This is an optimization exercise on Yosys and OpenROAD, whose aim is small area, a short achievable clock period and few clock cycles per item, not a production implementation. Where RTL was checked, it was by simulation tests only, not by an equivalence proof against the original. No activity file was given, so power comes from the tool's default toggle rates.

// hacodec
module hacodec (
    input  wire       clk,
    input  wire       rst,
    input  wire       in_valid,
    output wire       in_ready,
    input  wire [7:0] in_data,
    input  wire       in_last,
    output wire       out_valid,
    input  wire       out_ready,
    output wire [7:0] out_data,
    output wire       out_last
);
Size in the first run: roughly 1300 cells after synthesis, ~230 flip-flops, ~24 I/O pins, ~13000 um2 of cells after synthesis.
clock: 10.0 ns
lec_check: 0
abc_clock_period_in_ps: 4000
cap_margin: 20
core_margin: 2
core_utilization: 40
cts_cluster_diameter: 100
cts_cluster_size: 20
setup_slack_margin: 5
slew_margin: 20
standard.sh (not shown) runs the stock make flow with config.mk's settings and CLKGATE_MAP_FILE= SYNTH_SCRIPT=/design/flow/synth_recipe.tcl, a recipe that flattens the netlist after the stock synthesis.
==> flow/flow/run.sh <==
#!/bin/bash
set -euo pipefail
bash standard.sh SYNTH_SCRIPT="$PWD/flow/synth_abc.tcl" SETUP_SLACK_MARGIN=6 MATCH_CELL_FOOTPRINT=0 \
  "BUFFER_PORTS_ARGS=-buffer_cell sky130_fd_sc_hd__buf_4" finish > flow_standard.log 2>&1
==> flow/flow/abc_area_nf.script <==
strash
ifraig
scorr
dc2
strash
&get -n
&dch -f
&nf
&put
==> flow/flow/synth_abc.tcl <==
# synth_recipe.tcl (the standard synthesis) with one change: the technology mapping of the
# combinational logic uses flow/abc_area_nf.script (an area-oriented ABC script)
# instead of ORFS's abc_speed.script. Flip-flops are mapped before ABC and are not touched.
set ::abc_area_script [file join [file dirname [file normalize [info script]]] abc_area_nf.script]
proc synth {args} { yosys synth -nofsm -noshare {*}$args }
proc abc {args} {
  set i [lsearch -exact $args -script]
  if {$i >= 0 && [string match *abc_speed.script [lindex $args [expr {$i + 1}]]]} {
    set args [lreplace $args $i [expr {$i + 1}] -script $::abc_area_script]
  }
  yosys abc {*}$args
}
source $::env(SCRIPTS_DIR)/synth.tcl
# left out here: clear keep_hierarchy, flatten, clean up, hide names made inside functions, write 1_2_yosys.v
The first run produced a clean layout.
Testbench counts at the start, summed over its fixed seeds: cycles 248,529, requests 32,000.
Edit:
--- a/flow/design.v
+++ b/flow/design.v
@@ -247,61 +247,77 @@
     always @(*) begin
         case (oph)
             3'd0:    code = opl[0] ? 3'd5 : 3'd3;
             3'd3:    code = opl[0] ? 3'd4 : 3'd2;
             3'd4:    code = (opl[0] & ~opl[2]) ? 3'd3 : 3'd5;
             default: code = 3'd1;
         endcase
     end
     wire       k7    = fatal & ~opf0;
     wire       badr  = bad | (~hdr & (rem != 8'd1));
     wire       n_bad = badr | chk_bad | (hdr & (in_data != 8'd0));
     wire       n_oe  = oe | chk_oe;
-    wire [2:0] st_n  = k7 ? 3'd7 : n_bad ? 3'd6 : n_oe ? code : 3'd0;
     reg [2:0] st_1;
     always @(*) begin
         if (fatal & ~i_f0)                  st_1 = 3'd7;
         else if (~i_known | ~i_len1)        st_1 = 3'd6;
         else if (i_fparse)                  st_1 = (flen == 4'd0) ? 3'd4 : 3'd0;
         else if (i_tsget)                   st_1 = (flen < 4'd7) ? 3'd4 : okF6 ? 3'd0 : 3'd3;
         else if (i_v16get)                  st_1 = (flen < 4'd3) ? 3'd4 : okF2 ? 3'd0 : 3'd3;
         else                                st_1 = 3'd0;
     end
-    wire [2:0] status = first ? st_1 : st_n;
-    wire       res_ok = ~status[2] & (status[1] == status[0]);    
     reg [3:0] rl_n, rl_1;
     always @(*) begin
         case (oph)
             3'd0:    rl_n = 4'd1;
             3'd1:    rl_n = opl[0] ? 4'd2 : 4'd1;
             3'd2:    rl_n = opl[0] ? 4'd3 : 4'd1;
             3'd4:    rl_n = o_put ? 4'd0 : opl[1] ? 4'd2 : 4'd6;
             default: rl_n = 4'd0;
         endcase
         rl_1 = 4'd0;
         if (i_fparse | i_fread) rl_1 = flen + 4'd1;
         if (i_tsget)            rl_1 = 4'd6;
         if (i_v16get | (ih == 3'd7)) rl_1 = 4'd2;
     end
     wire [3:0] rl = first ? rl_1 : rl_n;
+    wire [6:0] oesel = {s_nok, s_99, s_39, s_15, s_63, s_9, s_fl};
+    wire [6:0] oecmp = {~bok(in_data), in_data > 8'd99, in_data > 8'd39, in_data > 8'd15,
+                        in_data > 8'd63, in_data > 8'd9, (in_data == 8'd0) | (in_data > 8'd10)};
+    wire       chkb  = (s_1 & (in_data > 8'd1)) | (hdr & (in_data != 8'd0));
+    wire       cn3   = (code != 3'd3);
+    wire       zl_n  = (rl_n == 4'd0);
+    wire [2:0] od_n;
+    assign od_n[2] = k7 | badr | (oe & code[2]) | chkb | (|(oesel & oecmp & {7{code[2]}}));
+    assign od_n[1] = k7 | badr | (oe & code[1]) | chkb | (|(oesel & oecmp & {7{code[1]}}));
+    assign od_n[0] = k7 | (~badr & ~chkb & code[0] & (oe | (|(oesel & oecmp))));
+    wire       ol_n  = zl_n | k7 | badr | (oe & cn3) | chkb | (|(oesel & oecmp & {7{cn3}}));
+    wire       ol_1  = ~(~st_1[2] & (st_1[1] == st_1[0])) | (rl_1 == 4'd0);
     wire [3:0] bp0 = first ? ((ih == 3'd3) ? 4'd0 : i_get ? 4'd2 : 4'd1)
                            : (o_enc ? 4'd2 : 4'd1);
     wire       i_frb = fbin & (i_fparse | i_fread);
     wire        hg   = ~tx & first & ~fbin & ~rok;
     wire        h0   = hd | hg | hbg;
     wire [7:0]  ha   = hd ? S[0] : F[1];
     wire [7:0]  hb   = hf ? F[2] : S[1];
     wire [15:0] hx   = {S[8], S[9]};
-    wire [15:0] hn   = {hx[12:0], 3'd0} + {hx[14:0], 1'b0} +
-                       {12'd0, (hc == 2'd2) ? hb[7:4] : hb[3:0]};
+    wire [14:0] ha1  = {hx[11:0], 3'd0};
+    wire [14:0] ha2  = {hx[13:0], 1'b0};
+    wire [14:0] ha3  = {11'd0, (hc == 2'd2) ? hb[7:4] : hb[3:0]};
+    wire [14:0] hs   = ha1 ^ ha2 ^ ha3;
+    wire [14:0] hcy  = {(ha1[13:0] & ha2[13:0]) | (ha1[13:0] & ha3[13:0]) | (ha2[13:0] & ha3[13:0]), 1'b0};
+    wire [8:0]  hlo  = {1'b0, hs[7:0]} + {1'b0, hcy[7:0]};
+    wire [6:0]  hhi0 = hs[14:8] + hcy[14:8];
+    wire [6:0]  hhi1 = hs[14:8] + hcy[14:8] + 7'd1;
+    wire [15:0] hn   = {1'b0, hlo[8] ? hhi1 : hhi0, hlo[7:0]};
     wire [15:0] rv   = (o_get & fbin) ? {F[1], F[2]} : hx;
     wire        rhi  = opl[2] ? (wp == 4'd2) : (wp == 4'd1);
     wire [7:0]  rb   = rhi ? rv[15:8] : rv[7:0];
     wire       xsf = (g3 & ~(fbin & (wp == 4'd1 | wp == 4'd2))) | o_get;
     reg  [7:0] xs;
     always @(*) begin
         case (wp)
             4'd1:    xs = S[0];
             4'd3:    xs = S[3];
             4'd4:    xs = S[4];
             4'd5:    xs = S[5];
             4'd6:    xs = S[6];
@@ -383,26 +399,26 @@
             wst   <= 1'b0;
             cpend <= 1'b0;
             if (wst) begin
                 if (od[2:0] != 3'd7) err <= od[2:0];
                 if (od[2:0] == 3'd1) fatal <= 1'b1;
             end
             if (cpend & (od[2:0] == 3'd0)) begin
                 Fv   <= Sv;
                 flen <= nlen;
                 fbin <= nfb;
             end
             if (~tx) begin
-                od <= {5'd0, status};
-                ol <= ~res_ok | (rl == 4'd0);
+                od <= {5'd0, first ? st_1 : od_n};
+                ol <= first ? ol_1 : ol_n;
             end
             if (acc) begin
                 eq39 <= (in_data == 8'd39);
                 if (first) begin
                     oph  <= ih;
                     opl  <= il;
                     opf0 <= i_f0;
                     hp   <= 2'd1;
                     wp   <= {3'd0, i_enc};
                     bad  <= ~i_known;
                     oe   <= 1'b0;
                     rem  <= i_rem;
The new run finished clean.
Routed wire length went up by 4.3%.
Synthesized area is higher by 1.2%.
Synthesized cell count came out higher by 1.8%.
Sequential power hardly moves.
Utilization falls by 0.64 points.
First-iteration DRC count shrinks by 12%.
Worst hold slack gets better by 5.1 ps.
Critical path depth went down by 9.
Die area climbs by 1.2%.
Maximum frequency rose by 3.1%.
Power came out higher by 3.6%.
Non-clock buffer count went down by 12.
Sequential share of layout area came out lower by 0.29 points.
Setup slack gets better by 120 ps.
Testbench counts after the change, summed over its fixed seeds: cycles 248,529, requests 32,000.

---

Setup of rev 12:
Another version of the RTL of hacodec (not shown whole).
For scale: about 24 I/O pins.
Settings: LEC_CHECK=0, ABC_CLOCK_PERIOD_IN_PS=4000, CAP_MARGIN=20, CORE_MARGIN=2, CORE_UTILIZATION=40, SETUP_SLACK_MARGIN=5, SLEW_MARGIN=20; clock period 10.0 ns.
==> flow/flow/run.sh <==
#!/bin/bash
set -euo pipefail
bash standard.sh SETUP_SLACK_MARGIN=7 MATCH_CELL_FOOTPRINT=0 \
  "BUFFER_PORTS_ARGS=-buffer_cell sky130_fd_sc_hd__buf_4" finish > flow_standard.log 2>&1
Modified inputs, rev 13 compared to rev 12
--- a/flow/design.v
+++ b/flow/design.v
@@ -319,23 +319,23 @@
     wire acc  = in_valid & ~tx;
     wire last = acc & in_last;
     wire dgo  = acc & (first ? i_frb : o_enc & (wp == 4'd2));
     wire dact = (dc != 3'd0);
     wire [2:0] dc_n = dgo ? 3'd4 : first & acc ? 3'd0 : dact ? dc - 3'd1 : 3'd0;
     wire [1:0] hc_n = h0 ? 2'd2 : (hc != 2'd0) ? hc - 2'd1 : 2'd0;
     wire hwait = first ? ((ih == 3'd4) & il[2] & il[0] & ~fbin) : o_dec2 & (hc_n != 2'd0);
     wire [3:0] wi = (o_enc & wp == 4'd1) ? 4'd2 : (o_enc & wp == 4'd2) ? 4'd0 : wp;
     integer k;
     always @(posedge clk) begin
         for (k = 0; k < 10; k = k + 1)
-            if (~tx & ~first & ~hdr & (wi == k))
+            if (acc & ~first & ~hdr & (wi == k))
                 Sv[8*k +: 8] <= in_data;
         if (dact)
             {Sv[23:16], Sv[7:0]} <= d2;
         if (~tx & first)
             {Sv[23:16], Sv[7:0]} <= {F[1], F[2]};
         if (h0)
             {Sv[71:64], Sv[79:72]} <= {8'd0, bdec(ha)};
         else if (hc != 2'd0)
             {Sv[71:64], Sv[79:72]} <= hn;
         if (rst) begin
             tx    <= 1'b0;
### Flow results
- A worst setup path endpoint of Sv[71] is what rev 12 shows, while ol belongs to rev 13.
- Looking only at proportion of power drawn by the clock network, and setting everything else aside, the lower value of rev 12 and rev 13 goes to rev 12.
- Rev 12 → rev 13: non-clock inverter count in the final layout has increased; post-route cell area went up by about 1.4%; biggest cell delay along the critical path moved down; global-route usage went down 0.25 points.
- Rev 13 ends up with higher total power than rev 12 does.
- Combinational power came out higher on rev 13 than on rev 12.
- Rev 12 vs rev 13, startpoint-to-endpoint class of the critical path: register to register vs input port to register
- [compare] base=rev 12 new=rev 13: via count essentially unchanged, total power density per cell area now larger, shortest period the worst path allows moved down.
Testbench counts of rev 13, summed over its fixed seeds: cycles 251,380, requests 32,000.
For rev 12, only the layout was checked, not whether the RTL still works.

---

## old
hacodec with an RTL version that a note above also has.
Size in the first run: roughly 24 I/O pins.
export LEC_CHECK = 0
export ABC_CLOCK_PERIOD_IN_PS = 4000
export CAP_MARGIN = 20
export CORE_MARGIN = 2
export CORE_UTILIZATION = 40
export CTS_CLUSTER_DIAMETER = 100
export CTS_CLUSTER_SIZE = 20
export SETUP_SLACK_MARGIN = 5
export SLEW_MARGIN = 20
create_clock -name core_clock -period 10.0 [get_ports {clk}]
==> flow/flow/run.sh <==
#!/bin/bash
set -euo pipefail
bash standard.sh SYNTH_SCRIPT="$PWD/flow/synth_abc.tcl" SETUP_SLACK_MARGIN=6 MATCH_CELL_FOOTPRINT=0 \
  "BUFFER_PORTS_ARGS=-buffer_cell sky130_fd_sc_hd__buf_4" finish > flow_standard.log 2>&1
==> flow/flow/synth_abc.tcl <==
# synth_recipe.tcl (the standard synthesis) with one change: the technology mapping of the
# combinational logic uses ABC's default script for a liberty mapping (abc -liberty ... -D)
# instead of ORFS's abc_speed.script. Flip-flops are mapped before ABC and are not touched.
proc synth {args} { yosys synth -nofsm -noshare {*}$args }
proc abc {args} {
  set i [lsearch -exact $args -script]
  if {$i >= 0 && [string match *abc_speed.script [lindex $args [expr {$i + 1}]]]} {
    set args [lreplace $args $i [expr {$i + 1}]]
  }
  yosys abc {*}$args
}
source $::env(SCRIPTS_DIR)/synth.tcl
# left out here: clear keep_hierarchy, flatten, clean up, hide names made inside functions, write 1_2_yosys.v
Testbench counts of old, summed over its fixed seeds: cycles 248,529, requests 32,000.
What new does differently from old at the input level:
--- a/flow/design.v
+++ b/flow/design.v
@@ -283,24 +283,31 @@
         if (i_v16get | (ih == 3'd7)) rl_1 = 4'd2;
     end
     wire [3:0] rl = first ? rl_1 : rl_n;
     wire [3:0] bp0 = first ? ((ih == 3'd3) ? 4'd0 : i_get ? 4'd2 : 4'd1)
                            : (o_enc ? 4'd2 : 4'd1);
     wire       i_frb = fbin & (i_fparse | i_fread);
     wire        hg   = ~tx & first & ~fbin & ~rok;
     wire        h0   = hd | hg | hbg;
     wire [7:0]  ha   = hd ? S[0] : F[1];
     wire [7:0]  hb   = hf ? F[2] : S[1];
     wire [15:0] hx   = {S[8], S[9]};
-    wire [15:0] hn   = {hx[12:0], 3'd0} + {hx[14:0], 1'b0} +
-                       {12'd0, (hc == 2'd2) ? hb[7:4] : hb[3:0]};
+    wire [14:0] ha1  = {hx[11:0], 3'd0};
+    wire [14:0] ha2  = {hx[13:0], 1'b0};
+    wire [14:0] ha3  = {11'd0, (hc == 2'd2) ? hb[7:4] : hb[3:0]};
+    wire [14:0] hs   = ha1 ^ ha2 ^ ha3;
+    wire [14:0] hcy  = {(ha1[13:0] & ha2[13:0]) | (ha1[13:0] & ha3[13:0]) | (ha2[13:0] & ha3[13:0]), 1'b0};
+    wire [8:0]  hlo  = {1'b0, hs[7:0]} + {1'b0, hcy[7:0]};
+    wire [6:0]  hhi0 = hs[14:8] + hcy[14:8];
+    wire [6:0]  hhi1 = hs[14:8] + hcy[14:8] + 7'd1;
+    wire [15:0] hn   = {1'b0, hlo[8] ? hhi1 : hhi0, hlo[7:0]};
     wire [15:0] rv   = (o_get & fbin) ? {F[1], F[2]} : hx;
     wire        rhi  = opl[2] ? (wp == 4'd2) : (wp == 4'd1);
     wire [7:0]  rb   = rhi ? rv[15:8] : rv[7:0];
     wire       xsf = (g3 & ~(fbin & (wp == 4'd1 | wp == 4'd2))) | o_get;
     reg  [7:0] xs;
     always @(*) begin
         case (wp)
             4'd1:    xs = S[0];
             4'd3:    xs = S[3];
             4'd4:    xs = S[4];
             4'd5:    xs = S[5];
[summary]
new against old: part of the cycle the worst path needs decreased by 0.91 points relative to the old numbers; maximum ir drop on the vdd rail fell 3.0%; clock period minus final worst setup slack shrank by 0.091 ns; sequential cell area in the final layout ~0 delta; final HPWL from detailed placement has decreased. new ended up with a higher actual slew at the worst max-slew pin than old did. Going from old to new, clock buffer count went up about 4.3%; share of total power in combinational logic decreased 2.5 points. Going from old to new, basic-gate share of the synthesized area counting and, or, nand and nor cells shrinks by 0.93 points. new and old ended up with roughly the same y dimension of the die. old has higher detailed-routed wire length on met2 than new. Looking at hold slack, new sits 0.0090 ns higher than old does.
Testbench counts of new, summed over its fixed seeds: cycles 248,529, requests 32,000.

---

Setup of v4:
hacodec, a different RTL version from the one above (not shown whole).
Size in the first run: about 1600 cells after synthesis, ~230 flip-flops.
==> flow/design.v (excerpt) <==
module hacodec (
    input  wire       clk,
    input  wire       rst,
    input  wire       in_valid,
    output wire       in_ready,
    input  wire [7:0] in_data,
    input  wire       in_last,
    output wire       out_valid,
    input  wire       out_ready,
    output wire [7:0] out_data,
    output wire       out_last
);
clock: 10.0 ns
lec_check: 0
abc_clock_period_in_ps: 4000
cap_margin: 20
core_margin: 2
core_utilization: 40
setup_slack_margin: 5
slew_margin: 20
==> flow/flow/run.sh <==
#!/bin/bash
set -euo pipefail
bash standard.sh SETUP_SLACK_MARGIN=6 MATCH_CELL_FOOTPRINT=0 \
  "BUFFER_PORTS_ARGS=-buffer_cell sky130_fd_sc_hd__buf_4" finish > flow_standard.log 2>&1
Testbench counts of v4, summed over its fixed seeds: cycles 248,721, requests 32,000.
> inputs changed (v4 -> v9)
--- a/flow/design.v
+++ b/flow/design.v
@@ -153,20 +153,22 @@
     reg [2:0]  oph, opl;               
     reg        opf0;                   
     reg        bad, oe, eq39;
     reg [3:0]  nlen;
     reg        nfb;
     reg        cpend;                  
     reg        wst;                    
     reg [1:0]  hc;                     
     reg        hf;                     
     reg        rok;                    
+    reg        hd;                     
+    reg        hbg;                    
     reg [2:0]  dc;                     
     wire [7:0] F [0:9];
     wire [7:0] S [0:9];
     genvar g;
     generate for (g = 0; g < 10; g = g + 1) begin : bytes
         assign F[g] = Fv[8*g +: 8];
         assign S[g] = Sv[8*g +: 8];
     end endgenerate
     assign in_ready  = rdy;
     assign out_valid = ov;
@@ -277,34 +279,43 @@
         endcase
         rl_1 = 4'd0;
         if (i_fparse | i_fread) rl_1 = flen + 4'd1;
         if (i_tsget)            rl_1 = 4'd6;
         if (i_v16get | (ih == 3'd7)) rl_1 = 4'd2;
     end
     wire [3:0] rl = first ? rl_1 : rl_n;
     wire [3:0] bp0 = first ? ((ih == 3'd3) ? 4'd0 : i_get ? 4'd2 : 4'd1)
                            : (o_enc ? 4'd2 : 4'd1);
     wire       i_frb = fbin & (i_fparse | i_fread);
-    wire        hd   = ~tx & ~first & o_dec2 & (wp == 4'd1);
     wire        hg   = ~tx & first & in_valid & (ih == 3'd4) & il[2] & il[0] & ~fbin & ~rok;
-    wire        hbg  = tx & ~o_dec2 & ~o_get & ~cpend & ~rok & ~fbin & (hc == 2'd0);
     wire        h0   = hd | hg | hbg;
     wire [7:0]  ha   = hd ? S[0] : F[1];
     wire [7:0]  hb   = hf ? F[2] : S[1];
     wire [15:0] hx   = {S[8], S[9]};
     wire [15:0] hn   = {hx[12:0], 3'd0} + {hx[14:0], 1'b0} +
                        {12'd0, (hc == 2'd2) ? hb[7:4] : hb[3:0]};
     wire [15:0] rv   = (o_get & fbin) ? {F[1], F[2]} : hx;
     wire        rhi  = opl[2] ? (wp == 4'd2) : (wp == 4'd1);
     wire [7:0]  rb   = rhi ? rv[15:8] : rv[7:0];
     wire       xsf = (g3 & ~(fbin & (wp == 4'd1 | wp == 4'd2))) | o_get;
-    wire [7:0] xn  = xsf ? F[wp] : S[(g3 & wp == 4'd1) ? 4'd0 : wp];
+    reg  [7:0] xs;
+    always @(*) begin
+        case (wp)
+            4'd1:    xs = S[0];
+            4'd3:    xs = S[3];
+            4'd4:    xs = S[4];
+            4'd5:    xs = S[5];
+            4'd6:    xs = S[6];
+            default: xs = S[2];
+        endcase
+    end
+    wire [7:0] xn  = xsf ? F[wp] : xs;
     wire [7:0] Y  = sd ? S[0] : X;
     wire [7:0] dX = bdec(Y);
     wire [7:0] eX = benc(Y);
     reg [7:0] nb;                      
     always @(*) begin
         case (oph)
             3'd0: nb = opl[0] ? eX : dX;
             3'd1: nb = ~opl[0] ? {S[0][3:0], S[1][3:0]} :
                        (wp == 4'd1) ? {4'd0, S[0][7:4]} : {4'd0, S[0][3:0]};
             3'd2: nb = ~opl[0] ? {S[0][0], S[1][0], S[2][5:0]} :
@@ -342,32 +353,37 @@
             {Sv[71:64], Sv[79:72]} <= {8'd0, bdec(ha)};
         else if (hc != 2'd0)
             {Sv[71:64], Sv[79:72]} <= hn;
         if (rst) begin
             tx    <= 1'b0;
             rdy   <= 1'b1;
             ov    <= 1'b0;
             hp    <= 2'd0;
             dc    <= 3'd0;
             hc    <= 2'd0;
+            hd    <= 1'b0;
+            hbg   <= 1'b0;
             rok   <= 1'b0;
             cpend <= 1'b0;
             wst   <= 1'b0;
             flen  <= 4'd0;
             fbin  <= 1'b0;
             fatal <= 1'b0;
             err   <= 3'd0;
         end else begin
             dc <= dc_n;
             hc <= hc_n;
+            hbg <= tx & ~o_dec2 & ~o_get & ~cpend & ~rok & ~fbin & (hc_n == 2'd0) &
+                   ~(hf & (hc == 2'd1));
+            if (acc) hd <= ~first & o_dec2 & (wp == 4'd0) & ~in_last;
             if (h0) hf <= ~hd;
-            if ((cpend & (od[2:0] == 3'd0)) | hd |
+            if ((cpend & (od[2:0] == 3'd0)) | h0 |
                 (~tx & ~first & ~hdr & (wi[3:1] == 3'd4)))
                 rok <= 1'b0;
             else if (hf & (hc == 2'd1))
                 rok <= 1'b1;
             wst   <= 1'b0;
             cpend <= 1'b0;
             if (wst) begin
                 if (od[2:0] != 3'd7) err <= od[2:0];
                 if (od[2:0] == 3'd1) fatal <= 1'b1;
             end
@@ -397,21 +413,23 @@
                     bad <= bad | chk_bad | (rem == 8'd0);
                     oe  <= n_oe;
                     rem <= hdr ? in_data : rem - 8'd1;
                     if (s_fl) nlen <= in_data[3:0];
                     if (s_9)  nlen <= in_data[3:0] + 4'd1;
                 end
             end
             if (last) begin
                 tx  <= 1'b1;
                 rdy <= 1'b0;
-                ov  <= (dc_n == 3'd0) & ~hwait;
+                ov  <= first ? ~(i_frb | hg)
+                             : ~(o_enc & wp == 4'd2) & (dc[2:1] == 2'd0) &
+                               ~(o_dec2 & (wp == 4'd1 | hc[1]));
                 rem <= {4'd0, rl};
                 wp  <= bp0;
                 sd  <= 1'b1;
                 wst <= first ? ~i_f0 : ~opf0;
                 if (first) begin
                     cpend <= i_fclr;
                     nlen  <= 4'd0;
                 end else begin
                     cpend <= o_fload | o_fbuild | o_put;
                     nfb   <= o_put;
## What came out
Compare v4 and v9 | pin slew with the least headroom to its limit higher: v4. Relative to v4, number of sinks handled by clock tree synthesis increased by 2 in v9. Going from v4 to v9, filler cell count -about 5.5%, combinational power lost 10%, worst setup slack after layout now smaller. v9: tap cell count lower than v4. Cmp v4 and v9 / share of the clock period used by the worst path after layout / lower: v4. v9 against v4: buffer count from post-CTS setup fixing saw a decrease, cell area moved down, total internal power climbed 6.9%.
Testbench counts of v9, summed over its fixed seeds: cycles 248,807, requests 32,000.

-- what the ideal ports hide --
Ports are ideal in the flow. The routed layouts listed here were re-timed in OpenROAD. Step 1 sets driving cells, clkbuf_16 on the clock port and buf_2 on the other inputs (assumed; they add their load-dependent delay and slew). Step 2 moves the port delays by t, midway between the first and last clock arrival at a register: inputs arrive t later, outputs are due t later. That takes back most of the time a late clock gives input paths. Slacks: ideal ports / drivers / drivers and shift; pairs: ideal ports / drivers.
run | t, ns | slack for setup (ns) | latest minus earliest clock arrival (ns) | worst register clock-pin slew, ns | worst data-port slew with drivers (ns)
the first run of note 1 | 0.547 | 5.964 / 5.964 / 5.559 | 0.027 / 0.026 | 0.09 / 0.09 | 0.05
the second run of note 1 | 0.555 | 6.086 / 6.098 / 5.562 | 0.033 / 0.033 | 0.10 / 0.10 | 0.05
rev 12 | 0.612 | 6.390 / 6.350 / 5.738 | 0.018 / 0.018 | 0.07 / 0.07 | 0.20
rev 13 | 0.619 | 6.471 / 6.424 / 5.805 | 0.031 / 0.031 | 0.07 / 0.07 | 0.18
old | 0.574 | 5.982 / 5.982 / 5.467 | 0.031 / 0.031 | 0.10 / 0.10 | 0.16
new | 0.558 | 6.073 / 6.080 / 5.542 | 0.033 / 0.033 | 0.09 / 0.09 | 0.04
v4 | 0.605 | 6.049 / 6.074 / 5.469 | 0.015 / 0.015 | 0.07 / 0.07 | 0.05
v9 | 0.613 | 6.015 / 6.026 / 5.430 | 0.018 / 0.018 | 0.07 / 0.07 | 0.04
After both steps every run listed still meets setup and hold. The setup slack of rev 13, which loses most, moves by -0.047 ns with the drivers and by -0.666 ns with both steps.
